What follows belongs to an exercise in optimizing a design on an open flow for a short achievable clock period and few clock cycles; a production flow would make more cautious choices.
RTL that was checked went through simulation tests only; none was proved equivalent to the original.
Function not checked in run 3: the RTL went through the layout flow alone.
Power is estimated from default activity; no workload was simulated.

### design/flow/design.v
module pcodec (
  input  wire        clk,
  input  wire        rst,
  input  wire        start,
  input  wire [7:0]  op,
  input  wire [19:0] a_len,
  input  wire [19:0] out_cap,
  output wire        busy,
  output reg         done,
  output reg         fatal,
  output reg  [3:0]  err,
  output reg  [19:0] err_off,
  output reg  [19:0] out_len,
  output wire        in_re,
  output wire [19:0] in_addr,
  input  wire [7:0]  in_rdata,
  output reg         out_we,
  output reg  [19:0] out_addr,
  output reg  [7:0]  out_wdata
);
  localparam [7:0] OP_COMPRESS   = 8'h01;
  localparam [7:0] OP_DECOMPRESS = 8'h02;
  localparam [3:0] E_UNK_TYPE     = 4'd3;
  localparam [3:0] E_UNK_OPCODE   = 4'd4;
  localparam [3:0] E_TRUNC_STREAM = 4'd5;
  localparam [3:0] E_TRUNC_INSTR  = 4'd6;
  localparam [3:0] E_CAPACITY     = 4'd7;
  localparam [3:0] E_BAD_CMD      = 4'd8;
  reg        busy_r;
  reg        m_comp;       
  reg        m_dec;        
  reg [19:0] cap;
  reg        rd_stop;      
  assign busy = busy_r;
  wire go = start & ~busy_r;
  reg        in_re_r;      
  reg        in_re_o;      
  reg [19:0] rd_addr;
  reg [19:0] rd_left;      
  reg        rd_more;      
  reg        rd_zero;      
  reg        rdv;          
  reg        r_v;          
  reg [7:0]  r_byte;
  reg [7:0]  r_dif;        
  reg [7:0]  pb;           
  reg [4:0]  occ;          
  assign in_re   = in_re_o;
  assign in_addr = rd_addr;
  reg [127:0] fb;          
  reg [15:0]  fe;          
  reg [15:0]  fr;          
  reg [15:0]  vld;         
  reg [7:0]   lastd;
  reg [3:0]   streak;      
  wire [7:0] b0 = fb[7:0];
  wire [7:0] b1 = fb[15:8];
  wire all_in = rd_zero & ~rdv & ~r_v;
  wire pop;                 
  wire pop2;                
  reg        w1_we;
  reg [20:0] w1_addr;
  reg [7:0]  w1_data;
  reg        w1_ok;        
  reg [21:0] room;         
  reg        n0;           
  localparam [1:0] P_ANCH = 2'd0, P_CAND = 2'd1, P_RUN = 2'd2, P_BRK = 2'd3;
  reg [1:0]  pst;
  reg        c_end;        
  reg [20:0] opos;         
  reg        dopen;        
  reg [20:0] hdr_pos;      
  reg [15:0] dlen;
  reg        dfull;        
  reg        hval;         
  reg        hw_on;        
  reg [1:0]  hw_k;
  reg [20:0] cpos;         
  reg [15:0] rcnt;         
  reg [7:0]  rstart;
  reg [7:0]  rdelta;
  reg [8:0]  kk;           
  reg [20:0] opos3;        
  reg [20:0] sa;
  reg [20:0] cp5, cp6;
  localparam [3:0] D_H0 = 4'd0, D_H1 = 4'd1, D_H2 = 4'd2, D_DATA = 4'd3,
                   D_T = 4'd4, D_S = 4'd5, D_CL = 4'd6, D_CH = 4'd7, D_D = 4'd8,
                   D_END = 4'd9, D_ERR = 4'd10;
  reg [3:0]  dst;
  reg [20:0] dleft;        
  reg [20:0] dleft1;       
  reg        d_init;       
  reg        dl0;          
  reg        dllt3;        
  reg [19:0] dpos;         
  reg [19:0] hpos;         
  reg        stype;
  reg [7:0]  llo;
  reg [15:0] srem;         
  reg        srem1;        
  reg        srem5;        
  reg        sremlt5;      
  reg [7:0]  i_val;
  reg [7:0]  i_clo;
  reg [7:0]  i_chi;
  reg [3:0]  perr;
  reg [19:0] perr_off;
  reg [7:0]  qv [0:7];
  reg [7:0]  qd [0:7];
  reg [15:0] qc [0:7];
  reg [2:0]  qh, qt;
  reg [3:0]  qn;
  reg        cur_v;
  reg [7:0]  cur_val;
  reg [7:0]  cur_del;
  reg [15:0] cur_cnt;
  reg        cur_last;
  reg [19:0] o;
  reg [19:0] capleft;
  reg        capz;
  wire c_short = |(vld[11:2] & ~fe[11:2]);
  wire c_seen  = (pst == P_ANCH) ? (vld[11] | c_short) :
                 (pst == P_CAND) ? vld[1] :
                 (pst == P_RUN)  ? vld[2] : 1'b1;
  wire c_ready = m_comp & ~c_end & ~hw_on & vld[0] & (c_seen | all_in);
  wire c_code  = vld[11] & fr[11];
  wire rlim1   = (rcnt == 16'd65534);
  wire rlim2   = (rcnt == 16'd65533);
  wire rnear   = (rcnt[15:4] == 12'hFFF);
  wire r_cont1 = vld[1] & fe[1] & ~rlim1;
  wire r_cont2 = vld[2] & fe[2] & ~rlim1 & ~rlim2;
  wire r_two   = vld[3] & fe[3] & fe[2] & fe[1] & ~rnear & ~(|kk);
  wire c_lit   = (pst != P_RUN) & ~((pst == P_ANCH) & c_code);
  wire c_split = c_lit & dopen & dfull;
  wire c_take  = c_ready & ~c_split;
  wire c_take2 = c_take & (pst == P_RUN) & r_two;
  wire [15:0] rcnt1 = rcnt + 16'd1;
  wire [7:0]  rcnt2 = rcnt[7:0] + 8'd2;
  wire q_room  = ~qn[3];
  wire d_need  = (dst == D_DATA) | (dst == D_D);    
  wire d_pop   = m_dec & vld[0] & (dst <= D_D) & ~(dst == D_H0 & dllt3) &
                 (~d_need | q_room);
  wire [15:0] hl = {b0, llo};
  wire h_trunc = (dleft1[20:16] == 5'd0) && (hl > dleft1[15:0]);
  wire [15:0] icnt = {i_chi, i_clo};
  wire push_lit = d_pop & (dst == D_DATA);
  wire push_run = d_pop & (dst == D_D) & (icnt != 16'd0);
  wire push_it  = push_lit | push_run;
  assign pop  = c_take | d_pop;
  assign pop2 = c_take2;
  wire e_capfail = cur_v & capz;
  wire e_emit    = cur_v & ~capz;
  wire e_need    = ~cur_v | cur_last;
  wire e_pop     = e_need & (qn != 4'd0);
  wire e_byp     = e_need & (qn == 4'd0) & push_it;    
  wire d_fin     = m_dec & ~cur_v & (qn == 4'd0) & ((dst == D_END) | (dst == D_ERR));
  wire [4:0] occ_m0 = occ + {4'd0, in_re_r};
  wire [4:0] occ_m1 = occ_m0 - 5'd1;
  wire [4:0] occ_m2 = occ_m0 - 5'd2;
  always @(posedge clk) begin
    cp5 <= cpos + 21'd5;
    cp6 <= cpos + 21'd6;
    if (c_take && pst == P_ANCH)
      sa <= hdr_pos + 21'd1;
    else if (hw_on && hw_k == 2'd0)
      sa <= hdr_pos + 21'd1;
    else if (kk[2])
      sa <= cpos;
    else if (kk[7])
      sa <= sa + 21'd3;
    else
      sa <= sa + 21'd1;
    rd_addr   <= go ? 20'd0 : rd_addr + {19'd0, in_re_r};
  end
  wire [7:0] r_d = r_dif;
  wire       r_e = (r_d == lastd);
  wire       r_f = r_e & (streak >= 4'd9);
  integer i;
  wire r_le  = ~room[21];                           
  wire r_lt  = ~room[21] & (room[20:0] != 21'd0);   
  wire r_lt3 = ~room[21] & (room[20:2] != 19'd0);   
  always @(posedge clk) begin
    w1_we   = 1'b0;
    w1_ok   = r_le;
    w1_addr = opos;
    w1_data = b0;
    if (rst) begin
      busy_r   <= 1'b0;
      m_comp   <= 1'b0;
      m_dec    <= 1'b0;
      done     <= 1'b0;
      fatal    <= 1'b0;
      err      <= 4'd0;
      err_off  <= 20'd0;
      out_len  <= 20'd0;
      out_we   <= 1'b0;
      in_re_r  <= 1'b0;
      in_re_o  <= 1'b0;
      rdv      <= 1'b0;
      r_v      <= 1'b0;
      vld      <= 16'd0;
      occ      <= 5'd0;
      rd_left  <= 20'd0;
      rd_more  <= 1'b0;
      rd_zero  <= 1'b1;
      rd_stop  <= 1'b1;
      hw_on    <= 1'b0;
    end else begin
      rdv    <= in_re_r & ~go;
      r_v    <= rdv & ~go;
      r_byte <= in_rdata;
      r_dif  <= in_rdata - pb;
      if (rdv) pb <= in_rdata;
      if (in_re_r) begin
        rd_left <= rd_left - 20'd1;
        rd_more <= (rd_left > 20'd2);
        rd_zero <= ~rd_more;
      end
      in_re_r <= ~rd_stop & ~e_capfail & (in_re_r ? rd_more : ~rd_zero) &
                 (({1'b0, occ} + {5'd0, in_re_r}) <= 6'd15);
      in_re_o <= ~rd_stop & ~e_capfail & (in_re_o ? rd_more : ~rd_zero) &
                 (({1'b0, occ} + {5'd0, in_re_o}) <= 6'd15);
      occ <= pop2 ? occ_m2 : pop ? occ_m1 : occ_m0;
      for (i = 0; i < 16; i = i + 1) begin
        if (pop2) begin
          if (i < 14 && vld[i+2]) begin
            fb[i*8 +: 8] <= fb[(i+2)*8 +: 8];
            fe[i] <= fe[i+2];
            fr[i] <= fr[i+2];
          end else begin
            fb[i*8 +: 8] <= r_byte;
            fe[i] <= r_e;
            fr[i] <= r_f;
          end
        end else if (pop) begin
          if (i < 15 && vld[i+1]) begin
            fb[i*8 +: 8] <= fb[(i+1)*8 +: 8];
            fe[i] <= fe[i+1];
            fr[i] <= fr[i+1];
          end else begin
            fb[i*8 +: 8] <= r_byte;
            fe[i] <= r_e;
            fr[i] <= r_f;
          end
        end else if (!vld[i]) begin
          fb[i*8 +: 8] <= r_byte;
          fe[i] <= r_e;
          fr[i] <= r_f;
        end
      end
      case ({pop2, pop, r_v})
        3'b110: vld <= {2'b0, vld[15:2]};
        3'b111: vld <= {1'b0, vld[15:1]};
        3'b010: vld <= {1'b0, vld[15:1]};
        3'b001: vld <= {vld[14:0], 1'b1};
        default: ;
      endcase
      if (r_v) begin
        lastd  <= r_d;
        streak <= !r_e ? 4'd0 : (streak >= 4'd10) ? 4'd10 : streak + 4'd1;
      end
      if (c_take) begin
        case (pst)
          P_ANCH: begin
            if (c_code) begin
              pst    <= P_RUN;
              rcnt   <= 16'd1;
              kk     <= 9'b000000010;
              rstart <= b0;
              rdelta <= b1 - b0;
              cpos   <= opos;
              opos   <= opos + 21'd8;
              room   <= room - 22'd8;
              opos3  <= opos3 + 21'd8;
              hval   <= dopen;
              dopen  <= 1'b0;
              if (dopen) begin
                w1_we = 1'b1;
                w1_addr = hdr_pos;
                w1_data = 8'h00;
              end
            end else
              pst <= P_CAND;
          end
          P_CAND: pst <= (vld[1] & fe[1]) ? P_CAND : P_ANCH;
          P_BRK:  pst <= P_ANCH;
          default: begin   
            rcnt  <= c_take2 ? rcnt + 16'd2 : rcnt1;
            kk    <= {kk[7:0], 1'b0};
            if (!r_cont1) pst <= vld[1] ? P_BRK : P_ANCH;
            if (kk[1] && hval) begin
              w1_we = 1'b1; w1_addr = sa; w1_data = dlen[7:0];
            end
            if (kk[2] && hval) begin
              w1_we = 1'b1; w1_addr = sa; w1_data = dlen[15:8];
            end
            if (kk[3]) begin
              w1_we = 1'b1; w1_addr = sa; w1_data = 8'h01;
            end
            if (kk[4]) begin
              w1_we = 1'b1; w1_addr = sa; w1_data = 8'h05;
            end
            if (kk[5]) begin
              w1_we = 1'b1; w1_addr = sa; w1_data = 8'h00;
            end
            if (kk[6]) begin
              w1_we = 1'b1; w1_addr = sa; w1_data = 8'h00;
            end
            if (kk[7]) begin
              w1_we = 1'b1; w1_addr = sa; w1_data = rstart;
            end
            if (kk[8]) begin
              w1_we = 1'b1; w1_addr = sa; w1_data = rdelta;
            end
            if (r_cont1 && !r_cont2) begin
              w1_we = 1'b1; w1_addr = cp5; w1_data = rcnt2;
            end
            if (!r_cont1) begin
              w1_we = 1'b1; w1_addr = cp6; w1_data = rcnt1[15:8];
            end
          end
        endcase
        if (c_lit) begin
          w1_we = 1'b1;
          w1_data = b0;
          if (!dopen) begin
            w1_addr = opos3;
            w1_ok   = r_lt3;
            room    <= room - 22'd4;
            hdr_pos <= opos;
            dopen   <= 1'b1;
            dlen    <= 16'd1;
            dfull   <= 1'b0;
            opos    <= opos + 21'd4;
            opos3   <= opos3 + 21'd4;
          end else begin
            w1_addr = opos;
            w1_ok   = r_lt;
            room    <= room - 22'd1;
            dlen    <= dlen + 16'd1;
            dfull   <= (dlen == 16'd65534);
            opos    <= opos + 21'd1;
            opos3   <= opos3 + 21'd1;
          end
        end
      end
      if (m_comp && !c_end && !hw_on &&
          ((dopen && c_ready && c_split) || (dopen && !vld[0] && all_in) ||
           (c_take && c_lit && !vld[1] && all_in))) begin
        hw_on <= 1'b1;
        hw_k  <= 2'd0;
      end
      if (m_comp && hw_on) begin
        w1_we = 1'b1;
        w1_addr = (hw_k == 2'd0) ? hdr_pos : sa;
        w1_data = (hw_k == 2'd0) ? 8'h00 : (hw_k == 2'd1) ? dlen[7:0] : dlen[15:8];
        hw_k    <= hw_k + 2'd1;
        if (hw_k == 2'd2) begin
          hw_on <= 1'b0;
          dopen <= 1'b0;
        end
      end
      if (n0) begin
        n0    <= 1'b0;
        dopen <= 1'b1;
        opos  <= 21'd3;
        opos3 <= 21'd6;
        room  <= room - 22'd3;
      end
      if (m_comp && !n0 && !c_end && !hw_on && !dopen && !vld[0] && all_in) begin
        c_end   <= 1'b1;
        rd_stop <= 1'b1;
        busy_r  <= 1'b0;
        m_comp  <= 1'b0;
        done    <= 1'b1;
        err_off <= 20'd0;
        if (room[21]) begin
          fatal   <= 1'b1;
          err     <= E_CAPACITY;
          out_len <= 20'd0;
        end else begin
          fatal   <= 1'b0;
          err     <= 4'd0;
          out_len <= opos[19:0];
        end
      end
      if (m_dec && dst == D_H0 && (dllt3 || dl0)) begin
        if (dl0)
          dst <= D_END;
        else begin
          dst <= D_ERR; perr <= E_TRUNC_STREAM; perr_off <= dpos;
          rd_stop <= 1'b1;
        end
      end
      if (d_init) begin
        d_init <= 1'b0;
        dleft1 <= dleft - 21'd1;
      end
      if (d_pop) begin
        dpos  <= dpos + 20'd1;
        dleft  <= dleft1;
        dleft1 <= dleft1 - 21'd1;
        dl0   <= (dleft == 21'd1);
        dllt3 <= (dleft < 21'd4);
        case (dst)
          D_H0: begin
            hpos  <= dpos;
            stype <= b0[0];
            if (b0 > 8'd1) begin
              dst <= D_ERR; perr <= E_UNK_TYPE; perr_off <= dpos;
              rd_stop <= 1'b1;
            end else
              dst <= D_H1;
          end
          D_H1: begin
            llo <= b0;
            dst <= D_H2;
          end
          D_H2: begin
            srem    <= hl;
            srem1   <= (hl == 16'd1);
            srem5   <= (hl == 16'd5);
            sremlt5 <= (hl < 16'd5);
            if (h_trunc) begin
              dst <= D_ERR; perr <= E_TRUNC_STREAM; perr_off <= hpos;
              rd_stop <= 1'b1;
            end else if (hl == 16'd0)
              dst <= D_H0;
            else
              dst <= stype ? D_T : D_DATA;
          end
          D_DATA: begin
            srem    <= srem - 16'd1;
            srem1   <= (srem == 16'd2);
            srem5   <= (srem == 16'd6);
            sremlt5 <= (srem < 16'd6);
            if (srem1) dst <= D_H0;
          end
          D_T: begin
            if (b0 != 8'd0) begin
              dst <= D_ERR; perr <= E_UNK_OPCODE; perr_off <= dpos;
              rd_stop <= 1'b1;
            end else if (sremlt5) begin
              dst <= D_ERR; perr <= E_TRUNC_INSTR; perr_off <= dpos;
              rd_stop <= 1'b1;
            end else
              dst <= D_S;
          end
          D_S:  begin i_val <= b0; dst <= D_CL; end
          D_CL: begin i_clo <= b0; dst <= D_CH; end
          D_CH: begin i_chi <= b0; dst <= D_D;  end
          default: begin  
            srem    <= srem - 16'd5;
            srem1   <= (srem == 16'd6);
            srem5   <= (srem == 16'd10);
            sremlt5 <= (srem < 16'd10);
            dst     <= srem5 ? D_H0 : D_T;
          end
        endcase
      end
      if (push_it) begin
        qv[qt] <= push_lit ? b0 : i_val;
        qd[qt] <= push_lit ? 8'd0 : b0;
        qc[qt] <= push_lit ? 16'd1 : icnt;
        qt     <= qt + 3'd1;
      end
      if (e_pop || e_byp) qh <= qh + 3'd1;
      qn <= qn + {3'd0, push_it & ~e_byp} - {3'd0, e_pop};
      if (m_dec) begin
        out_we    <= e_emit;
        if (e_emit) begin
          o        <= o + 20'd1;
          capleft  <= capleft - 20'd1;
          capz     <= (capleft == 20'd1);
          cur_val  <= cur_val + cur_del;
          cur_cnt  <= cur_cnt - 16'd1;
          cur_last <= (cur_cnt == 16'd2);
        end
        if (e_need) begin
          cur_v <= e_pop | e_byp;
          if (e_pop) begin
            cur_val  <= qv[qh];
            cur_del  <= qd[qh];
            cur_cnt  <= qc[qh];
            cur_last <= (qc[qh] == 16'd1);
          end else begin
            cur_val  <= push_lit ? b0 : i_val;
            cur_del  <= push_lit ? 8'd0 : b0;
            cur_cnt  <= push_lit ? 16'd1 : icnt;
            cur_last <= push_lit | (icnt == 16'd1);
          end
        end
        if (e_capfail || d_fin) begin
          busy_r  <= 1'b0;
          m_dec   <= 1'b0;
          done    <= 1'b1;
          rd_stop <= 1'b1;
          out_we  <= 1'b0;
          if (e_capfail) begin
            fatal   <= 1'b1;
            err     <= E_CAPACITY;
            err_off <= 20'd0;
            out_len <= 20'd0;
          end else if (dst == D_ERR) begin
            fatal   <= 1'b1;
            err     <= perr;
            err_off <= perr_off;
            out_len <= 20'd0;
          end else
            out_len <= o;
        end
      end
      if (go) begin
        done     <= 1'b0;
        fatal    <= 1'b0;
        err      <= 4'd0;
        err_off  <= 20'd0;
        out_len  <= 20'd0;
        cap      <= out_cap;
        rd_left  <= a_len;
        rd_more  <= (a_len > 20'd1);
        rd_zero  <= (a_len == 20'd0);
        in_re_r  <= 1'b0;
        in_re_o  <= 1'b0;
        rd_stop  <= 1'b1;
        occ      <= 5'd0;
        vld      <= 16'd0;
        streak   <= 4'd0;
        c_end    <= 1'b0;
        n0       <= 1'b0;
        room     <= {2'b0, out_cap};
        pst      <= P_ANCH;
        opos     <= 21'd0;
        opos3    <= 21'd3;
        dopen    <= 1'b0;
        dlen     <= 16'd0;
        dfull    <= 1'b0;
        hw_on    <= 1'b0;
        hdr_pos  <= 21'd0;
        dst      <= D_H0;
        dleft    <= {1'b0, a_len};
        d_init   <= 1'b1;
        dl0      <= (a_len == 20'd0);
        dllt3    <= (a_len < 20'd3);
        dpos     <= 20'd0;
        perr     <= 4'd0;
        perr_off <= 20'd0;
        qh       <= 3'd0;
        qt       <= 3'd0;
        qn       <= 4'd0;
        cur_v    <= 1'b0;
        o        <= 20'd0;
        capleft  <= out_cap;
        capz     <= (out_cap == 20'd0);
        if (op == OP_COMPRESS) begin
          busy_r  <= 1'b1;
          m_comp  <= 1'b1;
          rd_stop <= 1'b0;
          in_re_r <= (a_len != 20'd0);
          in_re_o <= (a_len != 20'd0);
          n0 <= (a_len == 20'd0);
        end else if (op == OP_DECOMPRESS) begin
          busy_r  <= 1'b1;
          m_dec   <= 1'b1;
          rd_stop <= 1'b0;
          in_re_r <= (a_len != 20'd0);
          in_re_o <= (a_len != 20'd0);
        end else begin
          done  <= 1'b1;
          fatal <= 1'b1;
          err   <= E_BAD_CMD;
        end
      end
      if (!m_dec) out_we <= w1_we & w1_ok;
    end
    out_addr  <= m_dec ? o : w1_addr[19:0];
    out_wdata <= m_dec ? cur_val : w1_data;
  end
endmodule
### design/flow/flow/run.sh
#!/bin/bash
set -euo pipefail
bash standard.sh SETUP_SLACK_MARGIN=7 finish > standard.log 2>&1
### design/flow/standard.sh
#!/bin/bash
# synth_recipe.tcl (not shown) runs the flow's synth.tcl, then flattens the netlist and writes it again
# the make line also repeats each setting of config.mk as NAME=value (left out here)
make -C /OpenROAD-flow-scripts/flow DESIGN_CONFIG=/design/flow/config.mk WORK_HOME=/design/flow/orfs CLKGATE_MAP_FILE= SYNTH_SCRIPT=/design/flow/synth_recipe.tcl "${@:-finish}"
### design/flow/config.mk
export PLATFORM = sky130hd
export DESIGN_NAME = pcodec
export DESIGN_NICKNAME = pcodec
export VERILOG_FILES = /design/flow/design.v
export SDC_FILE = /design/flow/constraint.sdc
export NUM_CORES = 4
export LEC_CHECK = 0
export ABC_CLOCK_PERIOD_IN_PS = 3000
export CAP_MARGIN = 20
export CORE_MARGIN = 2
export CORE_UTILIZATION = 65
export SETUP_SLACK_MARGIN = 5
export SLEW_MARGIN = 20
### design/flow/constraint.sdc
create_clock -name core_clock -period 10.0 [get_ports {clk}]
set_input_delay 2.0000 -clock core_clock [delete_from_list [all_inputs] [get_ports {clk}]]
set_output_delay 2.0000 -clock core_clock [all_outputs]
set_load 0.01 [all_outputs]
==> flow_summary.json, run 1 <==
{
  "setup_violations": 0,
  "io_pins": 156,
  "synthAdderAreaFrac_pct": 2.38,
  "maxCapViolations": 0,
  "synth_compound_area_share_pct": 12.5,
  "critPathBufInv": 1,
  "routed_wl_mm": 161,
  "worst_pin_slew_ps": 1130,
  "dieArea_um2": 86400,
  "total_power_mw": 9.99,
  "cts_tree": "done",
  "final_max_slew_viol_count": 0,
  "grt_max_degree": 95,
  "grt_use_total_pct": 36.0,
  "antenna_found_initial": 2,
  "syn-num-nets": 5278,
  "cpPeakStageDelay_ps": 360,
  "cts_sinks": 1067,
  "vias": 42745,
  "synthSimpleGateAreaFrac_pct": 14.7,
  "synth_top_family_by_area": "simple AND/OR/NAND/NOR gates",
  "die_y_um": 294,
  "hold_path.class": "reg -> reg",
  "ys_seq_area_share_pct": 54.8,
  "finalHoldViolCount": 0,
  "viasPerCell": 6.61,
  "yosys.cell_types.count": 90,
  "final_area_um2": 64000,
  "synth.avg_cell_area_um2": 10.7,
  "clk_latency_ps": 720,
  "cp-start-kind": "flip-flop",
  "synth_xor_area_share_pct": 5.27,
  "drive_gt1_share_pct": 16.4,
  "yosys_warnings": 13,
  "drc_errors": 0,
  "fin_cells": 6468,
  "yosysMostFrequentCell": "edfxtp_1",
  "arrival_ps": 1180,
  "synth_flop_cell": "edfxtp_1",
  "power.density_nw_per_um2": 156,
  "cts_hold_buf": 0,
  "synth_mux_area_share_pct": 6.81,
  "status": "timing/DRC/antenna clean",
  "initial_core_util_pct": 65.5,
  "wl_per_cell_um": 24.9,
  "hold-worst-slack_ps": 461,
  "critPathTopFamily": "flip-flops",
  "crit_path_end_kind": "output pin",
  "fin_crit_sh_pct": 31.8,
  "peakVddDrop_uv": 182,
  "cts_buffer_depth": 3,
  "row_count": 106,
  "layout_min_cycle_time_ps": 3180,
  "die_x_um": 294,
  "overflow": 0,
  "drt_first_iter_violations": 5411,
  "syn_area_um2": 54600,
  "fin_worst_skew_ps": 56.9,
  "cp_max_fo": 1,
  "path_cells": "buf_6",
  "core_area_um2": 83400,
  "grt_pass1_wl_mm": 239,
  "synthTopCellsByArea": "edfxtp_1 (47%), dfxtp_1 (7.7%), nor2_1 (4.1%)",
  "p_leak_nw": 22.3,
  "cts_made_buffers": 108,
  "async_flop_share_pct": 0,
  "layout-area-overhead-vs-synth_pct": 17.1,
  "root_buffer": "clkbuf_16",
  "place_hpwl_mm": 94.3,
  "syn_inst": 5118,
  "yosysTopAreaCell": "edfxtp_1",
  "cp_slowest_cell": "dfxtp_2",
  "nFillCells": 5516,
  "slew_headroom_pct": 24.3,
  "critical_path_class": "reg -> out",
  "ys_ff_latch": 1067,
  "synth_top_area_share_pct": 47.1,
  "dp_cells": 6069,
  "io_buffers": 155,
  "clk_pin_slew_ps": 60,
  "ant_nets": 0,
  "clock.fmax_mhz": 314,
  "tns_ps": 0,
  "grt_pass1_vias": 40641,
  "synth_commonest_cells": "edfxtp_1 (857), nor2_1 (596), nand2_1 (401), a21oi_1 (393), o21ai_0 (301)",
  "gp_congestion": 0.928,
  "dpl_cell_area_um2": 57000,
  "synth-edff-count": 857,
  "required_ps": 8000,
  "nets": 5450,
  "rsz0062_at_grt": "yes",
  "firstDrtPassIters": 7,
  "h-tree-depth": 3
}
## cells by family after synthesis
kind of cell	count (synthesis)
adders and majority gates	101
buffers and inverters	483
and+or+nand+nor	1717
xor gates and xnor gates	329
muxes	289
DFF	1067
AOI/OAI and AO/OA	1132
## cells in the final DEF (no fill, tap or decap), types with 27 or more instances in the layout
cell	count
nand3_1	105
clkdlybuf4s50_1	30
o21ai_0	284
buf_4	163
clkbuf_16	119
or3_1	47
and2_1	62
inv_1	120
nor2b_1	29
xor2_1	153
o21ai_1	67
clkbuf_1	31
nor3_1	174
nand4_1	48
nor4_1	39
a211oi_1	34
mux2i_1	203
dfxtp_2	78
edfxtp_1	857
nor2_1	568
mux4_2	64
buf_6	107
nand2_1	387
a221oi_1	27
dfxtp_1	115
nand2b_1	33
and3_1	44
xnor2_1	176
o211ai_1	30
o22ai_1	41
a21oi_1	385
ha_1	89
o22a_1	32
## area by class of cell
type | instances | area [um2] | share of cell area (%)
Sequential cell | 1067 | 30100 | 47.1
Multi-Input combinational cell | 3580 | 24000 | 37.5
Timing Repair Buffer | 401 | 4360 | 6.81
Clock buffer | 164 | 3160 | 4.93
Tap cell | 1080 | 1350 | 2.11
Inverter | 128 | 514 | 0.804
Clock inverter | 42 | 443 | 0.692
Timing Repair inverter | 4 | 35.0 | 0.0548
Antenna cell | 2 | 5.00 | 0.00782
## through the flow
stage	setup slack, ps	util, %
after detailed placement	4850	68.3
after global placement	4920	68.3
after CTS	6810	75.4
after floorplan	5710	-
final	6820	76.7
after global routing	6800	76.7
## repair_timing
action,CTS,global route
endpoints found under the hold margin,0,0
pin swaps,49,37
setup buffers,106,47
endpoints found under the setup margin,1472,749
gates cloned,26,12
gates resized for setup,814,112
## path summary, 6_finish.rpt
path / end / slack (ps) / from / depth (start not counted)
setup / recovery: out_addr[16] / 6820 / out_addr[16]$_DFF_P_ / 1
hold / removal: err_off[17]$_SDFF_PP0_ / 460 / err_off[17]$_SDFF_PP0_ / 2
setup reg to reg: qn[1]$_SDFFCE_PP0N_ / 6860 / dst[1]$_SDFFCE_PP0N_ / 12
hold reg to reg: err_off[17]$_SDFF_PP0_ / 460 / err_off[17]$_SDFF_PP0_ / 2
## state kept, by name, indices dropped and copies added (netlist names), 21 cells and up, named ones only
signal,cells
qv,64
fb,128
room,22
dleft,21
qd,64
qc,128
dleft1,21
## power by group
group	switching, mW	internal (mW)	leakage (nW)	total [mW]
clock network	1.79	2.30	1.77	4.09
logic	0.484	0.350	10.8	0.834
registers	0.139	4.92	9.81	5.06
total	2.41	7.57	22.3	9.99
## metal layers
| layer | wire (um) | part of all wire, % | vias up | GRT usage (%) |
|---|---|---|---|---|
| li1 | - | - | 19228 | - |
| met1 | 62500 | 39 | 20606 | 49.6 |
| met2 | 74800 | 46 | 2442 | 56.5 |
| met3 | 17300 | 11 | 469 | 7.37 |
| met4 | 6660 | 4.1 | 0 | 14.0 |
| met5 | 0 | 0 | - | 0 |
Testbench counts, summed over its fixed seeds: cycles 131,095.
==> run 2: changes to the inputs <==
--- a/design/flow/config.mk
+++ b/design/flow/config.mk
@@ -8,6 +8,6 @@
 export ABC_CLOCK_PERIOD_IN_PS = 3000
 export CAP_MARGIN = 20
 export CORE_MARGIN = 2
-export CORE_UTILIZATION = 65
+export CORE_UTILIZATION = 55
 export SETUP_SLACK_MARGIN = 5
 export SLEW_MARGIN = 20
==> run 2 against run 1 <==
Effect of this change: still clean; die area grew 18%; register-to-register slack gained 70 ps; fmax shrank 1.1%; clock skew shrank 35 ps; critical path type unchanged; largest cell class unchanged.
==> flow_summary.json, run 2 <==
{
  "core_area_um2": 98400,
  "final_area_um2": 64500,
  "grt_use_total_pct": 31.5,
  "vias": 41933,
  "viasPerCell": 6.28,
  "required_ps": 8000,
  "io_buffers": 155,
  "overflow": 0,
  "nFillCells": 7833,
  "cts_buffer_depth": 3,
  "clk_latency_ps": 720,
  "finalHoldViolCount": 0,
  "fin_crit_sh_pct": 32.2,
  "fin_cells": 6672,
  "yosysMostFrequentCell": "edfxtp_1",
  "synth-edff-count": 857,
  "grt_max_degree": 90,
  "synth_flop_cell": "edfxtp_1",
  "die_x_um": 319,
  "worst_pin_slew_ps": 1140,
  "final_cell_mix": "edfxtp_1 (857), nor2_1 (568), nand2_1 (391)",
  "row_count": 115,
  "dpl_cell_area_um2": 57300,
  "drt_first_iter_violations": 4538,
  "firstDrtPassIters": 6,
  "power.density_nw_per_um2": 162,
  "cts_made_buffers": 114,
  "yosys.cell_types.count": 90,
  "synth_commonest_cells": "edfxtp_1 (857), nor2_1 (596), nand2_1 (401), a21oi_1 (393), o21ai_0 (301)",
  "final.setup.worst_slack_ps": 6780,
  "r2r-start": "dst[2]$_SDFFCE_PP0N_",
  "worstHoldStart": "err_off[11]$_SDFF_PP0_",
  "arrival_ps": 1220,
  "critPathTopFamily": "flip-flops",
  "maxCapViolations": 0,
  "tns_ps": 0,
  "drc_errors": 0,
  "synth_top_area_share_pct": 47.1,
  "routed_wl_mm": 166,
  "grt_pass1_wl_mm": 247,
  "syn_inst": 5118,
  "grt_pass1_vias": 39807,
  "peakVddDrop_uv": 164,
  "cp_max_fo": 1,
  "cts_sinks": 1067,
  "final_common_cell": "edfxtp_1",
  "fin_worst_skew_ps": 21.9,
  "status": "timing/DRC/antenna clean",
  "wl_per_cell_um": 24.9,
  "nets": 5439,
  "slew_headroom_pct": 22.9,
  "root_buffer": "clkbuf_16",
  "ys_seq_area_share_pct": 54.8,
  "rsz0062_at_grt": "yes",
  "dieArea_um2": 102000,
  "syn_area_um2": 54600,
  "path_cells": "buf_6",
  "h-tree-depth": 3,
  "yosys_warnings": 13,
  "cp-start-kind": "flip-flop",
  "antenna_found_initial": 2,
  "cts_tree": "done",
  "ys_ff_latch": 1067,
  "synth.avg_cell_area_um2": 10.7,
  "gp_congestion": 0.881,
  "io_pins": 156,
  "dp_slack_ps": 4770,
  "synthTopCellsByArea": "edfxtp_1 (47%), dfxtp_1 (7.7%), nor2_1 (4.1%)",
  "layout-area-overhead-vs-synth_pct": 18.0,
  "cpPeakStageDelay_ps": 380,
  "place_hpwl_mm": 99.7,
  "cp_slowest_cell": "dfxtp_4",
  "die_y_um": 319,
  "critPathBufInv": 1,
  "syn-num-nets": 5278,
  "clk_pin_slew_ps": 60,
  "dp_cells": 6282,
  "final_max_slew_viol_count": 0,
  "initial_core_util_pct": 55.5,
  "setup_violations": 0,
  "hold_path.class": "reg -> reg",
  "p_leak_nw": 22.4,
  "crit_path_end_kind": "output pin",
  "drive_gt1_share_pct": 16.2,
  "layout_min_cycle_time_ps": 3220,
  "ant_nets": 0,
  "critical_path_class": "reg -> out",
  "clock.fmax_mhz": 311,
  "reg_top3": "fb: 128 flops, qc: 128 flops",
  "async_flop_share_pct": 0,
  "startpoint": "out_wdata[0]$_DFF_P_",
  "yosysTopAreaCell": "edfxtp_1"
}
[run 2: cell counts after synthesis]
Identical to the previous run, type by type.
[run 2: power by group]
group | total (mW) | internal [mW] | switching (mW)
logic | 0.824 | 0.336 | 0.488
clock network | 4.58 | 2.73 | 1.85
registers | 5.05 | 4.92 | 0.133
total | 10.5 | 7.99 | 2.47
[run 2: worst paths after layout]
path,to,slack [ps],cells past startpoint
hold reg to reg,err_off[11]$_SDFF_PP0_,460,2
setup reg to reg,qn[1]$_SDFFCE_PP0N_,6930,12
setup / recovery,out_wdata[0],6780,1
hold / removal,err_off[11]$_SDFF_PP0_,460,2
[run 2: per-stage QoR]
step	hold WS (ps)	util, %	total power, mW
floorplan	418	-	5.63
finish	458	65.5	10.5
CTS	463	64.5	10.5
global placement	447	58.2	5.89
detailed placement	449	58.2	5.90
global route	476	65.5	10.8
[run 2: kinds of logic (layout without fill, tap and decap cells)]
group	after synthesis	after routing	share of synthesized area, %
simple gates	1717	1726	14.7
flops	1067	1067	54.8
fa+ha+maj	101	101	2.38
other cells	0	5	0
buf+inv	483	730	3.49
xor+xnor	329	329	5.27
mux	289	289	6.81
compound gates	1132	1138	12.5
[run 2: area by class of cell]
| cell class | instances | area, um2 | share of cell area (%) |
|---|---|---|---|
| diodes | 5 | 12.5 | 0.0194 |
| multi-input cells | 3583 | 24000 | 37.3 |
| flip-flops and latches | 1067 | 30100 | 46.7 |
| repair buffers | 380 | 4100 | 6.36 |
| clock inverters | 70 | 952 | 1.48 |
| clock buffers | 147 | 3090 | 4.79 |
| inverters | 128 | 514 | 0.798 |
| well taps | 1287 | 1610 | 2.50 |
| repair inverters | 5 | 43.8 | 0.0679 |
[run 2: timing repair]
| item | 4_1_cts | 5_1_grt |
|---|---|---|
| hold buffers | 0 | 0 |
| setup buffers | 104 | 28 |
| gates cloned | 24 | 12 |
| pin swaps | 47 | 34 |
| setup endpoints to repair | 1524 | 728 |
| resized for setup | 789 | 143 |
[run 2: worst reg2reg max path, delay by kind of cell (launching register included)]
| kind | cells | cell delay, ps |
|---|---|---|
| adder cells (fa/ha/maj) | 3 | 920 |
| AND/OR/NAND/NOR | 3 | 810 |
| flip-flops | 1 | 490 |
| AO/OA/AOI/OAI | 3 | 400 |
| buffers and inverters | 3 | 200 |
[run 2: layer usage]
layer,share of wire [%],global-route usage [%],wire length (um)
met3,8.4,6.04,13900
met5,0.016,0,27
met2,46,48.9,76100
met4,3.0,9.90,4950
met1,43,44.8,71300
==> run 3: changes to the inputs <==
--- a/design/flow/design.v
+++ b/design/flow/design.v
@@ -210,7 +210,8 @@
       r_v    <= rdv & ~go;
       r_byte <= in_rdata;
       r_dif  <= in_rdata - pb;
-      if (rdv) pb <= in_rdata;
+      if (go) pb <= 8'd0;
+      else if (rdv) pb <= in_rdata;
       if (in_re_r) begin
         rd_left <= rd_left - 20'd1;
         rd_more <= (rd_left > 20'd2);
@@ -526,6 +527,7 @@
         occ      <= 5'd0;
         vld      <= 16'd0;
         streak   <= 4'd0;
+        lastd    <= 8'd0;
         c_end    <= 1'b0;
         n0       <= 1'b0;
         room     <= {2'b0, out_cap};
--- a/design/flow/config.mk
+++ b/design/flow/config.mk
@@ -8,6 +8,7 @@
 export ABC_CLOCK_PERIOD_IN_PS = 3000
 export CAP_MARGIN = 20
 export CORE_MARGIN = 2
-export CORE_UTILIZATION = 55
+export CORE_UTILIZATION = 72
+export PLACE_DENSITY = 0.8
 export SETUP_SLACK_MARGIN = 5
 export SLEW_MARGIN = 20
==> run 3 against run 2 <==
Effect of this change: sequential power is essentially flat; register-to-register slack worse by 140 ps; largest cell class unchanged; worst setup slack got worse by 8.8 ps; combinational power increased by 11%; highest routed layer unchanged.
==> flow_summary.json, run 3 <==
{
  "status": "timing/DRC/antenna clean",
  "drive_gt1_share_pct": 17.8,
  "final_cell_mix": "edfxtp_1 (857), nor2_1 (628), nand2_1 (320)",
  "rr_worst_depth": 13,
  "crit_path_end": "err[3]",
  "firstDrtPassIters": 9,
  "die_x_um": 279,
  "final_common_cell": "edfxtp_1",
  "cts_sinks": 1067,
  "yosys.cell_types.count": 95,
  "io_buffers": 155,
  "routed_wl_mm": 175,
  "r2r-end": "qn[2]$_SDFFCE_PP0N_",
  "final.setup.worst_slack_ps": 6770,
  "cts_buffer_depth": 3,
  "async_flop_share_pct": 0,
  "critPathBufInv": 1,
  "cpPeakStageDelay_ps": 400,
  "grt_pass1_vias": 41976,
  "dp_cells": 5873,
  "drt_first_iter_violations": 7033,
  "finalHoldViolCount": 0,
  "setup_violations": 0,
  "ys_ff_latch": 1067,
  "fin_worst_skew_ps": 57.2,
  "grt_use_total_pct": 42.5,
  "multiInputGateArea_um2": 24000,
  "worst_pin_slew_ps": 1120,
  "p_leak_nw": 22.8,
  "peakVddDrop_uv": 165,
  "cp-start-kind": "flip-flop",
  "fin_util_pct": 85.9,
  "cp.depth": 1,
  "path_cells": "buf_6",
  "final_area_um2": 64200,
  "synth-edff-count": 857,
  "layout_min_cycle_time_ps": 3230,
  "root_buffer": "clkbuf_16",
  "ant_nets": 0,
  "clock.fmax_mhz": 310,
  "cp_max_fo": 2,
  "layout-area-overhead-vs-synth_pct": 17.6,
  "cp_slowest_cell": "dfxtp_4",
  "total_power_mw": 10.3,
  "synth_flop_cell": "edfxtp_1",
  "dp_slack_ps": 4910,
  "crit_path_end_kind": "output pin",
  "synth_top_area_share_pct": 47.2,
  "antenna_found_initial": 2,
  "tns_ps": 0,
  "syn_area_um2": 54600,
  "viasPerCell": 7.15,
  "grt_max_degree": 119,
  "cts_made_buffers": 107,
  "synth.avg_cell_area_um2": 10.9,
  "syn-num-nets": 5186,
  "fin_cells": 6287,
  "overflow": 0,
  "critPathTopFamily": "flip-flops",
  "startpoint": "err[3]$_SDFF_PP0_",
  "syn_inst": 5026,
  "dieArea_um2": 78000,
  "die_y_um": 279,
  "maxCapViolations": 0,
  "critical_path_class": "reg -> out",
  "fin_crit_sh_pct": 32.3,
  "initial_core_util_pct": 73.0,
  "synthTopCellsByArea": "edfxtp_1 (47%), dfxtp_1 (7.7%), nor2_1 (4.5%)",
  "core_area_um2": 74700,
  "yosys_warnings": 13,
  "hold-worst-slack_ps": 503,
  "h-tree-depth": 3,
  "nFillCells": 3698,
  "nets": 5384,
  "grt_pass1_wl_mm": 252,
  "final_max_slew_viol_count": 0,
  "yosysTopAreaCell": "edfxtp_1",
  "slew_headroom_pct": 25.3,
  "power.density_nw_per_um2": 160,
  "clk_pin_slew_ps": 60,
  "cts_tree": "done",
  "place_hpwl_mm": 96.0,
  "reg2reg_slack_ps": 6790,
  "gp_congestion": 0.967,
  "dpl_cell_area_um2": 56900,
  "io_pins": 156,
  "wl_per_cell_um": 27.8,
  "r2r-start": "i_clo[6]$_DFFE_PP_",
  "row_count": 100,
  "required_ps": 8000,
  "seqCellArea_um2": 30100,
  "drc_errors": 0,
  "ys_seq_area_share_pct": 54.9,
  "rsz0062_at_grt": "yes",
  "clk_latency_ps": 730,
  "vias": 44939,
  "synth_commonest_cells": "edfxtp_1 (857), nor2_1 (650), a21oi_1 (337), nand2_1 (331), o21ai_0 (309)",
  "yosysMostFrequentCell": "edfxtp_1",
  "hold_path.class": "reg -> reg",
  "arrival_ps": 1230,
  "reg_top3": "fb: 128 flops, qc: 128 flops"
}
## run 3: what timing repair did
action / in CTS / in global routing
setup buffers: 97 / 72
endpoints found under the hold margin: 0 / 0
pin swaps: 35 / 54
gates cloned: 32 / 10
setup endpoints to repair: 1595 / 698
hold buffers: 0 / 0
resized for setup: 840 / 108
## run 3: worst min path at each step
stage	endpoint	cells after the start	from
after global routing	flip-flop	1	qh[2]$_SDFFCE_PP0P_
final	flip-flop	1	qh[2]$_SDFFCE_PP0P_
after CTS	flip-flop	1	qh[2]$_SDFFCE_PP0P_
after floorplan	cp6[0]$_DFF_P_	0	cpos[0]$_DFFE_PP_
after detailed placement	err_off[6]$_SDFF_PP0_	2	err_off[6]$_SDFF_PP0_
after global placement	err_off[16]$_SDFF_PP0_	2	err_off[16]$_SDFF_PP0_
## run 3: cells by family after synthesis
kind of cell,after synthesis,share of synthesized area [%]
mux,311,7.22
simple gates,1649,14.1
flops,1067,54.9
compound gates,1090,12.6
buf+inv,474,3.50
fa+ha+maj,101,2.38
xor+xnor,334,5.36
## run 3: where the power goes
group	total [mW]	switching (mW)	internal [mW]
Sequential	5.07	0.139	4.93
Clock	4.31	1.86	2.46
Combinational	0.917	0.542	0.375
## run 3: area by class of cell
class / instances / area share [%]
sequential: 1067 / 46.9
tap: 969 / 1.89
multi-input combinational: 3501 / 37.3
timing repair buffer: 414 / 7.05
clock buffer: 139 / 4.70
inverter: 129 / 0.852
antenna: 1 / 0.00390
clock inverter: 63 / 1.16
timing repair inverter: 4 / 0.0585
## run 3: per-layer routing
layer  wire, um  vias up  GRT usage [%]
met5         12        -          0.375
met4      11800        2           23.0
met3      24300      889           10.5
met2      78400     3849           65.2
met1      60400    21280           56.0
li1           -    18919              -
==> run 4: changes to the inputs <==
--- a/design/flow/design.v
+++ b/design/flow/design.v
@@ -148,11 +148,15 @@
   wire push_it  = push_lit | push_run;
   assign pop  = c_take | d_pop;
   assign pop2 = c_take2;
-  wire e_capfail = cur_v & capz;
-  wire e_emit    = cur_v & ~capz;
   wire e_need    = ~cur_v | cur_last;
   wire e_pop     = e_need & (qn != 4'd0);
-  wire e_byp     = e_need & (qn == 4'd0) & push_it;    
+  wire e_take    = e_need & (qn == 4'd0) & push_it;    
+  wire e_dir     = e_take & ~cur_v;
+  wire e_byp     = e_take & cur_v;                     
+  wire e_capfail = (cur_v | e_dir) & capz;
+  wire e_emit    = cur_v & ~capz;
+  wire e_wr      = (cur_v | e_dir) & ~capz;
+  wire [15:0] icnt1 = icnt - 16'd1;
   wire d_fin     = m_dec & ~cur_v & (qn == 4'd0) & ((dst == D_END) | (dst == D_ERR));
   wire [4:0] occ_m0 = occ + {4'd0, in_re_r};
   wire [4:0] occ_m1 = occ_m0 - 5'd1;
@@ -205,6 +209,7 @@
       rd_zero  <= 1'b1;
       rd_stop  <= 1'b1;
       hw_on    <= 1'b0;
+      kk       <= 9'd0;
     end else begin
       rdv    <= in_re_r & ~go;
       r_v    <= rdv & ~go;
@@ -465,19 +470,27 @@
         qc[qt] <= push_lit ? 16'd1 : icnt;
         qt     <= qt + 3'd1;
       end
-      if (e_pop || e_byp) qh <= qh + 3'd1;
-      qn <= qn + {3'd0, push_it & ~e_byp} - {3'd0, e_pop};
+      if (e_pop || e_take) qh <= qh + 3'd1;
+      qn <= qn + {3'd0, push_it & ~e_take} - {3'd0, e_pop};
       if (m_dec) begin
-        out_we    <= e_emit;
-        if (e_emit) begin
+        out_we    <= e_wr;
+        if (e_wr) begin
           o        <= o + 20'd1;
           capleft  <= capleft - 20'd1;
           capz     <= (capleft == 20'd1);
+        end
+        if (e_emit) begin
           cur_val  <= cur_val + cur_del;
           cur_cnt  <= cur_cnt - 16'd1;
           cur_last <= (cur_cnt == 16'd2);
         end
-        if (e_need) begin
+        if (e_dir) begin
+          cur_v    <= push_run & (icnt != 16'd1);
+          cur_val  <= i_val + b0;
+          cur_del  <= b0;
+          cur_cnt  <= icnt1;
+          cur_last <= (icnt == 16'd2);
+        end else if (e_need) begin
           cur_v <= e_pop | e_byp;
           if (e_pop) begin
             cur_val  <= qv[qh];
@@ -529,6 +542,7 @@
         streak   <= 4'd0;
         lastd    <= 8'd0;
         c_end    <= 1'b0;
+        kk       <= 9'd0;
         n0       <= 1'b0;
         room     <= {2'b0, out_cap};
         pst      <= P_ANCH;
@@ -576,6 +590,6 @@
       if (!m_dec) out_we <= w1_we & w1_ok;
     end
     out_addr  <= m_dec ? o : w1_addr[19:0];
-    out_wdata <= m_dec ? cur_val : w1_data;
+    out_wdata <= !m_dec ? w1_data : cur_v ? cur_val : push_lit ? b0 : i_val;
   end
 endmodule
--- a/design/flow/config.mk
+++ b/design/flow/config.mk
@@ -8,7 +8,8 @@
 export ABC_CLOCK_PERIOD_IN_PS = 3000
 export CAP_MARGIN = 20
 export CORE_MARGIN = 2
-export CORE_UTILIZATION = 72
-export PLACE_DENSITY = 0.8
+export CORE_UTILIZATION = 65
+export CTS_CLUSTER_DIAMETER = 30
+export CTS_CLUSTER_SIZE = 12
 export SETUP_SLACK_MARGIN = 5
 export SLEW_MARGIN = 20
==> run 4 against run 3 <==
Effect of this change: first-iteration DRC count decreased by 14%; fmax shrank 3.6%; die area rose by 12%; core utilization fell by 4.6 points; highest routed layer unchanged.
==> flow_summary.json, run 4 <==
{
  "status": "timing/DRC/antenna clean",
  "fin_cells": 6682,
  "cts_tree": "done",
  "cts_hold_buf": 0,
  "yosysMostFrequentCell": "edfxtp_1",
  "synth.avg_cell_area_um2": 10.8,
  "cpPeakStageDelay_ps": 420,
  "grt_pass1_wl_mm": 254,
  "wl_per_cell_um": 25.9,
  "yosys.cell_types.count": 88,
  "rr_worst_depth": 9,
  "die_x_um": 296,
  "drt_first_iter_violations": 6080,
  "viasPerCell": 6.74,
  "clk_latency_ps": 790,
  "h-tree-depth": 4,
  "synthAdderAreaFrac_pct": 2.62,
  "dieArea_um2": 87400,
  "drc_errors": 0,
  "place_hpwl_mm": 97.5,
  "gp_congestion": 0.910,
  "setup_violations": 0,
  "synthSimpleGateAreaFrac_pct": 12.8,
  "routed_wl_mm": 173,
  "ys_seq_area_share_pct": 54.0,
  "cts_buffer_depth": 3,
  "syn_inst": 5111,
  "arrival_ps": 1350,
  "r2r-end": "out_wdata[0]$_DFF_P_",
  "grt_pass1_vias": 42848,
  "die_y_um": 296,
  "required_ps": 8000,
  "cp-start-kind": "flip-flop",
  "nFillCells": 4827,
  "critical_path_class": "reg -> out",
  "antenna_found_initial": 3,
  "finalHoldViolCount": 0,
  "nets": 5542,
  "r2r-start": "dopen$_SDFFCE_PP0N_",
  "row_count": 106,
  "synth_xor_area_share_pct": 5.33,
  "path_cells": "buf_6",
  "syn-num-nets": 5282,
  "dp_cells": 6119,
  "layout_min_cycle_time_ps": 3350,
  "holdPathStages": 1,
  "io_pins": 156,
  "cts_made_buffers": 202,
  "hold_path.class": "reg -> reg",
  "synth_flop_cell": "edfxtp_1",
  "core_area_um2": 84000,
  "synth_mux_area_share_pct": 6.73,
  "fin_worst_skew_ps": 34.8,
  "synthTopCellsByArea": "edfxtp_1 (46%), dfxtp_1 (7.9%), mux2i_1 (3.8%)",
  "io_buffers": 155,
  "critPathBufInv": 1,
  "critPathTopFamily": "flip-flops",
  "tns_ps": 0,
  "async_flop_share_pct": 0,
  "synth_commonest_cells": "edfxtp_1 (849), nand2_1 (417), nor2_1 (417), a21oi_1 (399), o21ai_0 (352)",
  "reg_top3": "fb: 128 flops, qc: 128 flops",
  "hold_path_end": "err_off[10]$_SDFF_PP0_",
  "total_power_mw": 13.1,
  "cp_slowest_cell": "dfxtp_4",
  "final_max_slew_viol_count": 0,
  "synth_top_family_by_area": "compound AO/OA/AOI/OAI gates",
  "clk_pin_slew_ps": 50,
  "crit_path_end_kind": "output pin",
  "p_leak_nw": 24.3,
  "yosysTopAreaCell": "edfxtp_1",
  "firstDrtPassIters": 8,
  "root_buffer": "clkbuf_16",
  "worstHoldStart": "err_off[10]$_SDFF_PP0_",
  "grt_max_degree": 94,
  "maxCapViolations": 0,
  "grt_use_total_pct": 38.0,
  "antenna_cells": 0,
  "peakVddDrop_uv": 171,
  "synth_compound_area_share_pct": 14.7,
  "cts_sinks": 1067,
  "rsz0062_at_grt": "yes",
  "yosys_warnings": 13,
  "vias": 45067,
  "worst_pin_slew_ps": 1190,
  "ys_ff_latch": 1067,
  "syn_area_um2": 55300,
  "drive_gt1_share_pct": 19.4,
  "fin_crit_sh_pct": 33.5,
  "initial_core_util_pct": 65.9,
  "clock.fmax_mhz": 299,
  "synth-edff-count": 849,
  "final_cell_mix": "edfxtp_1 (849), nand2_1 (405), nor2_1 (401)",
  "layout-area-overhead-vs-synth_pct": 23.5,
  "final_common_cell": "edfxtp_1",
  "slew_headroom_pct": 19.6,
  "ant_nets": 0,
  "synth_top_area_share_pct": 46.1,
  "power.density_nw_per_um2": 192,
  "cp_max_fo": 2,
  "overflow": 0,
  "reg2reg_slack_ps": 6900
}
run 4: cell count changes after synthesis, moves of 27 or more:
cell,previous run,this run
nor3_1,163,96
nor2_1,650,417
nand2_1,331,417
o22a_1,28,86
inv_1,126,160
nand4_1,41,68
o21ai_0,309,352
a211oi_1,64,34
a21oi_1,337,399
run 4: routing by layer:
metal | up-vias | wire, um | track usage (%)
li1 | 19713 | - | -
met1 | 21672 | 64900 | 52.6
met2 | 3165 | 79300 | 58.2
met3 | 511 | 22200 | 9.21
met4 | 6 | 6500 | 15.0
met5 | - | 34 | 0
run 4: cell families after synthesis:
group	Yosys count
and+or+nand+nor	1483
AOI/OAI and AO/OA	1302
DFF	1067
buffers and inverters	521
xor gates and xnor gates	336
muxes	290
adders and majority gates	112
run 4: worst max path at each step:
stage / start / endpoint / slack [ps] / cells past startpoint
3_3_place_gp: rst / err[3]$_SDFF_PP0_ / 4650 / 8
5_1_grt: err[1]$_SDFF_PP0_ / err[1] / 6680 / 1
3_5_place_dp: rst / err[3]$_SDFF_PP0_ / 4630 / 8
4_1_cts: err[1]$_SDFF_PP0_ / err[1] / 6660 / 1
2_1_floorplan: rst / qc[1][0]$_DFFE_PP_ / 5780 / 4
6_report: err[1]$_SDFF_PP0_ / err[1] / 6650 / 1
run 4: power breakdown:
part,switching [mW],internal (mW)
Combinational,0.586,0.423
Sequential,0.176,4.95
Clock,2.40,4.59
Total,3.16,9.97
run 4: worst register-to-register path, stage by stage (launching register included):
cell and delay (ps):
edfxtp_1 420, buf_12 210, clkinv_1 70, buf_6 210
nor2_1 90, o21ai_0 920, or3_4 370, a21oi_1 90
o311a_1 320, o21ai_0 220
run 4: through the flow:
stage | utilization (%) | hold slack (ps) | setup WS (ps) | area, um2
global placement | 68.9 | 457 | 4650 | 57800
floorplan | - | 419 | 5780 | 55900
CTS | 80.1 | 475 | 6660 | 67300
finish | 81.4 | 476 | 6650 | 68300
global route | 81.4 | 501 | 6680 | 68300
detailed placement | 68.9 | 465 | 4630 | 57900
run 4: what timing repair did:
item | in CTS | in global routing
pin swaps | 42 | 35
cloned | 25 | 14
resized for setup | 809 | 98
setup endpoints to repair | 1712 | 690
buffers inserted | 97 | 46
run 4: area by class of cell:
cell class	count	area, um2	area share (%)
Clock inverter	144	1580	2.31
Clock buffer	237	5510	8.06
Sequential cell	1067	30000	44.0
Inverter	162	651	0.953
Timing Repair Buffer	405	4550	6.66
Timing Repair inverter	2	13.8	0.0202
Multi-Input combinational cell	3531	24500	35.9
Tap cell	1134	1420	2.08
Testbench counts of run 4, summed over its fixed seeds: cycles 130,999.
==> run 5: changes to the inputs <==
--- a/design/flow/config.mk
+++ b/design/flow/config.mk
@@ -9,7 +9,5 @@
 export CAP_MARGIN = 20
 export CORE_MARGIN = 2
 export CORE_UTILIZATION = 65
-export CTS_CLUSTER_DIAMETER = 30
-export CTS_CLUSTER_SIZE = 12
 export SETUP_SLACK_MARGIN = 5
 export SLEW_MARGIN = 20
==> run 5 against run 4 <==
Effect of this change: still clean on timing, DRC and antenna; via count down 3.2%; sequential cell count unchanged; die area unchanged; design area down 5.0%; sequential share of layout area up 2.3 points; final cell count down 2.5%; register-to-register slack better by 70 ps; non-clock buffer count up 7; combinational power about the same; first-iteration DRC count down 1.4%; sequential power about the same; worst setup slack better by 110 ps; highest routed layer unchanged.
==> flow_summary.json, run 5 <==
{
  "firstDrtPassIters": 6,
  "async_flop_share_pct": 0,
  "synth_top_area_share_pct": 46.1,
  "fin_util_pct": 77.3,
  "multiInputGateArea_um2": 24500,
  "h-tree-depth": 3,
  "routed.top_layer": "met5",
  "total_power_mw": 10.3,
  "syn_area_um2": 55300,
  "drive_gt1_share_pct": 16.8,
  "grt_use_total_pct": 36.1,
  "critPathTopFamily": "flip-flops",
  "yosys_warnings": 13,
  "fin_crit_sh_pct": 32.4,
  "antenna_found_initial": 2,
  "path_cells": "buf_6",
  "clock.fmax_mhz": 308,
  "layout_min_cycle_time_ps": 3240,
  "layout-area-overhead-vs-synth_pct": 17.3,
  "hold-worst-slack_ps": 476,
  "wl_per_cell_um": 25.2,
  "rr_worst_depth": 11,
  "vias": 43618,
  "clk_pin_slew_ps": 60,
  "grt_max_degree": 94,
  "synth_commonest_cells": "edfxtp_1 (849), nand2_1 (417), nor2_1 (417), a21oi_1 (399), o21ai_0 (352)",
  "drt_first_iter_violations": 5996,
  "cts_sinks": 1067,
  "viasPerCell": 6.70,
  "initial_core_util_pct": 65.9,
  "yosysMostFrequentCell": "edfxtp_1",
  "fin_cells": 6513,
  "crit_path_end": "err[1]",
  "worst_pin_slew_ps": 1130,
  "setup_violations": 0,
  "grt_pass1_vias": 40507,
  "status": "timing/DRC/antenna clean",
  "seqCellArea_um2": 30000,
  "cp_max_fo": 2,
  "gp_congestion": 0.910,
  "dp_slack_ps": 4630,
  "fin_worst_skew_ps": 28.2,
  "final_max_slew_viol_count": 0,
  "required_ps": 8000,
  "overflow": 0,
  "cp-start-kind": "flip-flop",
  "routed_wl_mm": 164,
  "io_pins": 156,
  "r2r-start": "dst[3]$_SDFFCE_PP0N_",
  "place_hpwl_mm": 97.5,
  "finalHoldViolCount": 0,
  "grt_pass1_wl_mm": 242,
  "dp_cells": 6119,
  "dieArea_um2": 87400,
  "io_buffers": 155,
  "holdPathStages": 1,
  "synthTopCellsByArea": "edfxtp_1 (46%), dfxtp_1 (7.9%), mux2i_1 (3.8%)",
  "maxCapViolations": 0,
  "yosys.cell_types.count": 88,
  "drc_errors": 0,
  "nFillCells": 5404,
  "synth-edff-count": 849,
  "row_count": 106,
  "cp.depth": 1,
  "root_buffer": "clkbuf_16",
  "critPathBufInv": 1,
  "crit_path_end_kind": "output pin",
  "final_area_um2": 64900,
  "syn_inst": 5111,
  "arrival_ps": 1240,
  "antenna_cells": 0,
  "startpoint": "err[1]$_SDFF_PP0_",
  "critical_path_class": "reg -> out",
  "ys_seq_area_share_pct": 54.0,
  "dpl_cell_area_um2": 57900,
  "rsz0062_at_grt": "yes",
  "cts_buffer_depth": 3,
  "core_area_um2": 84000,
  "p_leak_nw": 22.7,
  "final_cell_mix": "edfxtp_1 (849), nand2_1 (406), nor2_1 (401)",
  "ys_ff_latch": 1067,
  "final_common_cell": "edfxtp_1",
  "ant_nets": 0,
  "synth_flop_cell": "edfxtp_1",
  "syn-num-nets": 5282,
  "cts_tree": "done",
  "synth.avg_cell_area_um2": 10.8,
  "die_y_um": 296,
  "slew_headroom_pct": 24.4,
  "nets": 5458,
  "yosysTopAreaCell": "edfxtp_1",
  "reg2reg_slack_ps": 6970,
  "cts_made_buffers": 110,
  "hold_path.class": "reg -> reg",
  "die_x_um": 296,
  "clk_latency_ps": 700,
  "peakVddDrop_uv": 159,
  "tns_ps": 0,
  "reg_top3": "fb: 128 flops, qc: 128 flops",
  "wl_met3_mm": 19.6,
  "cp_slowest_cell": "dfxtp_4",
  "met2WireLength_mm": 74.3,
  "power.density_nw_per_um2": 158,
  "cpPeakStageDelay_ps": 420,
  "final.setup.worst_slack_ps": 6760,
  "wl_met1_mm": 65.2,
  "r2r-end": "fr[11]$_DFFE_PP_"
}
## run 5: cell counts after synthesis
No cell type changed its count.
## run 5: report_power, final
group	switching, mW	internal (mW)	leakage [nW]
Sequential	0.168	4.95	9.81
Clock	1.79	2.36	1.77
Combinational	0.571	0.423	11.1
Total	2.53	7.73	22.7
## run 5: kinds of logic (layout without fill, tap and decap cells)
logic type	after synthesis	in the layout	synth area share, %
adder cells (fa/ha/maj)	112	112	2.62
buffers and inverters	521	780	3.78
XOR/XNOR	336	336	5.33
AO/OA/AOI/OAI	1302	1303	14.7
flip-flops	1067	1067	54.0
AND/OR/NAND/NOR	1483	1491	12.8
multiplexers	290	290	6.73
## run 5: cell type report
| cell class | count | area share [%] |
|---|---|---|
| inverters | 162 | 0.999 |
| repair buffers | 412 | 7.14 |
| clock inverters | 68 | 1.09 |
| clock buffers | 136 | 4.54 |
| multi-input cells | 3532 | 37.7 |
| flip-flops and latches | 1067 | 46.3 |
| well taps | 1134 | 2.19 |
| repair inverters | 2 | 0.0212 |
## run 5: routing by layer
layer  global-route usage, %  up-vias
li1                        -    19444
met1                    52.3    21158
met2                    54.7     2651
met3                    7.62      359
met4                    11.7        6
met5                       0        -
## run 5: timing repair
| action | 4_1_cts | 5_1_grt |
|---|---|---|
| buffers inserted | 93 | 57 |
| endpoints found under the hold margin | 0 | 0 |
| endpoints found under the setup margin | 1775 | 714 |
| pin swaps | 41 | 29 |
| cloned | 27 | 13 |
| resized for setup | 806 | 105 |
| hold buffers | 0 | 0 |
## run 5: worst min-delay path by stage
stage / slack, ps / end / start
finish: 480 / err_off[17]$_SDFF_PP0_ / err_off[17]$_SDFF_PP0_
global route: 480 / err_off[17]$_SDFF_PP0_ / err_off[17]$_SDFF_PP0_
CTS: 480 / err_off[17]$_SDFF_PP0_ / err_off[17]$_SDFF_PP0_
detailed placement: 460 / err_off[17]$_SDFF_PP0_ / err_off[17]$_SDFF_PP0_
global placement: 460 / err_off[17]$_SDFF_PP0_ / err_off[17]$_SDFF_PP0_
floorplan: 420 / cp6[0]$_DFF_P_ / cpos[0]$_DFFE_PP_
==> run 6: changes to the inputs <==
--- a/design/flow/config.mk
+++ b/design/flow/config.mk
@@ -8,6 +8,6 @@
 export ABC_CLOCK_PERIOD_IN_PS = 3000
 export CAP_MARGIN = 20
 export CORE_MARGIN = 2
-export CORE_UTILIZATION = 65
+export CORE_UTILIZATION = 60
 export SETUP_SLACK_MARGIN = 5
 export SLEW_MARGIN = 20
==> run 6 against run 5 <==
Effect of this change: sequential share of layout area fell by 0.18 points; clock-buffer cell count grew 15; still clean; sequential cell count did not move; clock skew fell by 7.8 ps; design area up 0.47%; non-clock buffer count rose by 2; fmax grew 0.19%; global-route usage shrank 2.3 points; register-to-register slack gained 70 ps; combinational power rose by 0.4%.
==> flow_summary.json, run 6 <==
{
  "status": "timing/DRC/antenna clean",
  "syn_inst": 5111,
  "maxCapViolations": 0,
  "fin_crit_sh_pct": 32.4,
  "synthTopCellsByArea": "edfxtp_1 (46%), dfxtp_1 (7.9%), mux2i_1 (3.8%)",
  "row_count": 111,
  "syn_area_um2": 55300,
  "syn-num-nets": 5282,
  "fin_cells": 6579,
  "io_buffers": 155,
  "ys_ff_latch": 1067,
  "p_leak_nw": 22.7,
  "drive_gt1_share_pct": 17.0,
  "clock.fmax_mhz": 309,
  "synth_flop_cell": "edfxtp_1",
  "critPathBufInv": 1,
  "clk_pin_slew_ps": 60,
  "final_max_slew_viol_count": 0,
  "worst_pin_slew_ps": 1230,
  "routed_wl_mm": 167,
  "io_pins": 156,
  "total_power_mw": 10.5,
  "yosysMostFrequentCell": "edfxtp_1",
  "dieArea_um2": 94600,
  "yosysTopAreaCell": "edfxtp_1",
  "cts_hold_buf": 0,
  "h-tree-depth": 3,
  "core_area_um2": 91500,
  "slew_headroom_pct": 16.9,
  "root_buffer": "clkbuf_16",
  "cts_made_buffers": 113,
  "clk_latency_ps": 720,
  "seqCellArea_um2": 30100,
  "yosys.cell_types.count": 88,
  "synth_top_area_share_pct": 46.1,
  "layout_min_cycle_time_ps": 3240,
  "die_y_um": 308,
  "tns_ps": 0,
  "peakVddDrop_uv": 203,
  "drc_errors": 0,
  "setup_violations": 0,
  "ant_nets": 0,
  "wl_per_cell_um": 25.4,
  "cp_max_fo": 2,
  "final_cell_mix": "edfxtp_1 (849), nand2_1 (403), nor2_1 (401)",
  "firstDrtPassIters": 7,
  "place_hpwl_mm": 101,
  "hold_path.class": "reg -> reg",
  "path_cells": "buf_6",
  "required_ps": 8000,
  "nFillCells": 6563,
  "final.setup.worst_slack_ps": 6760,
  "grt_pass1_wl_mm": 247,
  "cts_tree": "done",
  "final_area_um2": 65200,
  "synth-edff-count": 849,
  "dp_cells": 6172,
  "finalHoldViolCount": 0,
  "grt_use_total_pct": 33.8,
  "grt_pass1_vias": 40624,
  "critical_path_class": "reg -> out",
  "fin_util_pct": 71.2,
  "initial_core_util_pct": 60.4,
  "grt_max_degree": 79,
  "drt_first_iter_violations": 6014,
  "nets": 5463,
  "hold-worst-slack_ps": 477,
  "fin_worst_skew_ps": 20.4,
  "synth.avg_cell_area_um2": 10.8,
  "cp_slowest_cell": "dfxtp_4",
  "rsz0062_at_grt": "yes",
  "crit_path_end_kind": "output pin",
  "ys_seq_area_share_pct": 54.0,
  "multiInputGateArea_um2": 24500,
  "layout-area-overhead-vs-synth_pct": 17.9,
  "overflow": 0,
  "synth_commonest_cells": "edfxtp_1 (849), nand2_1 (417), nor2_1 (417), a21oi_1 (399), o21ai_0 (352)",
  "cpPeakStageDelay_ps": 400,
  "viasPerCell": 6.58,
  "cts_sinks": 1067,
  "vias": 43284,
  "gp_congestion": 0.920,
  "reg_top3": "fb: 128 flops, qc: 128 flops",
  "critPathTopFamily": "flip-flops",
  "antenna_found_initial": 0,
  "arrival_ps": 1240,
  "cp-start-kind": "flip-flop",
  "die_x_um": 308,
  "cts_buffer_depth": 3,
  "dp_slack_ps": 4830,
  "antenna_cells": 0,
  "dpl_cell_area_um2": 57900,
  "yosys_warnings": 13,
  "async_flop_share_pct": 0,
  "power.density_nw_per_um2": 161,
  "final_common_cell": "edfxtp_1"
}
-- run 6: cell count changes in the layout (fill, tap and decap cells not counted), moves of 5 or more --
cell       delta
o21ai_1       -7
clkbuf_16     +6
bufbuf_16     -5
dfxtp_1       -6
buf_6         +8
clkbuf_1      +9
dfxtp_4       +6
bufinv_16     +5
-- run 6: cell families (layout without fill, tap and decap cells) --
group / after synthesis / after routing / synth area share [%]
AO/OA/AOI/OAI: 1302 / 1305 / 14.7
multiplexers: 290 / 290 / 6.73
flip-flops: 1067 / 1067 / 54.0
XOR/XNOR: 336 / 337 / 5.33
AND/OR/NAND/NOR: 1483 / 1487 / 12.8
buffers and inverters: 521 / 795 / 3.78
adder cells (fa/ha/maj): 112 / 112 / 2.62
-- run 6: report_power, final --
part           internal, mW  switching (mW)
Clock                  2.55            1.81
Combinational         0.429           0.569
Sequential             4.95           0.182
-- run 6: final timing paths --
path / cells after the start / end / from / slack [ps]
hold reg to reg: 1 / err_off[16]$_SDFF_PP0_ / err_off[16]$_SDFF_PP0_ / 480
hold / removal: 1 / err_off[16]$_SDFF_PP0_ / err_off[16]$_SDFF_PP0_ / 480
setup / recovery: 1 / err[1] / err[1]$_SDFF_PP0_ / 6760
setup reg to reg: 11 / out_addr[16]$_DFF_P_ / vld[6]$_SDFFE_PP0P_ / 7040
-- run 6: metal layers --
layer	track usage [%]	up-vias	share of wire, %
li1	-	19472	-
met2	51.0	2439	45
met1	49.2	21057	41
met4	10.4	0	2.8
met5	0	-	0
met3	7.18	316	11
-- run 6: layout make-up --
class                      instances  share of cell area [%]
clock buffer                     151                    4.73
clock inverter                    65                    1.12
inverter                         162                    1.01
multi-input combinational       3531                    37.6
sequential                      1067                    46.1
tap                             1186                    2.28
timing repair buffer             414                    7.11
timing repair inverter             3                  0.0345
-- run 6: timing repair --
item,CTS,global route
setup buffers,105,44
pin swaps,33,29
setup endpoints to repair,1581,787
gates cloned,25,17
gates resized for setup,829,120

-- afterwards: timing with drivers on the ports --
How much do the figures lean on ideal ports? The routed layouts below were timed once more, with nothing changed but the port constraints.
Step 1 assumes that a clkbuf_16 drives the clock port and a buf_2 every other input.
Step 2 also shifts input and output timing later by t, the mid clock arrival at the registers, as if the neighbouring blocks saw the same clock.
a / b / c = no drivers / after step 1 / after step 2; a / b = the first two.
| run | shift t [ns] | setup WS [ns] | worst register clock-pin slew, ns |
|---|---|---|---|
| run 1 | 0.761 | 6.818 / 6.748 / 6.142 | 0.07 / 0.07 |
| run 2 | 0.796 | 6.782 / 6.700 / 6.231 | 0.07 / 0.07 |
| run 3 | 0.769 | 6.773 / 6.700 / 6.212 | 0.08 / 0.08 |
| run 4 | 0.849 | 6.651 / 6.579 / 5.963 | 0.06 / 0.06 |
| run 5 | 0.753 | 6.757 / 6.690 / 6.143 | 0.07 / 0.07 |
| run 6 | 0.783 | 6.763 / 6.687 / 6.077 | 0.07 / 0.07 |
After both steps every run listed still meets setup and hold. The setup slack of run 4, which loses most, moves by -0.072 ns with the drivers and by -0.688 ns with both steps.
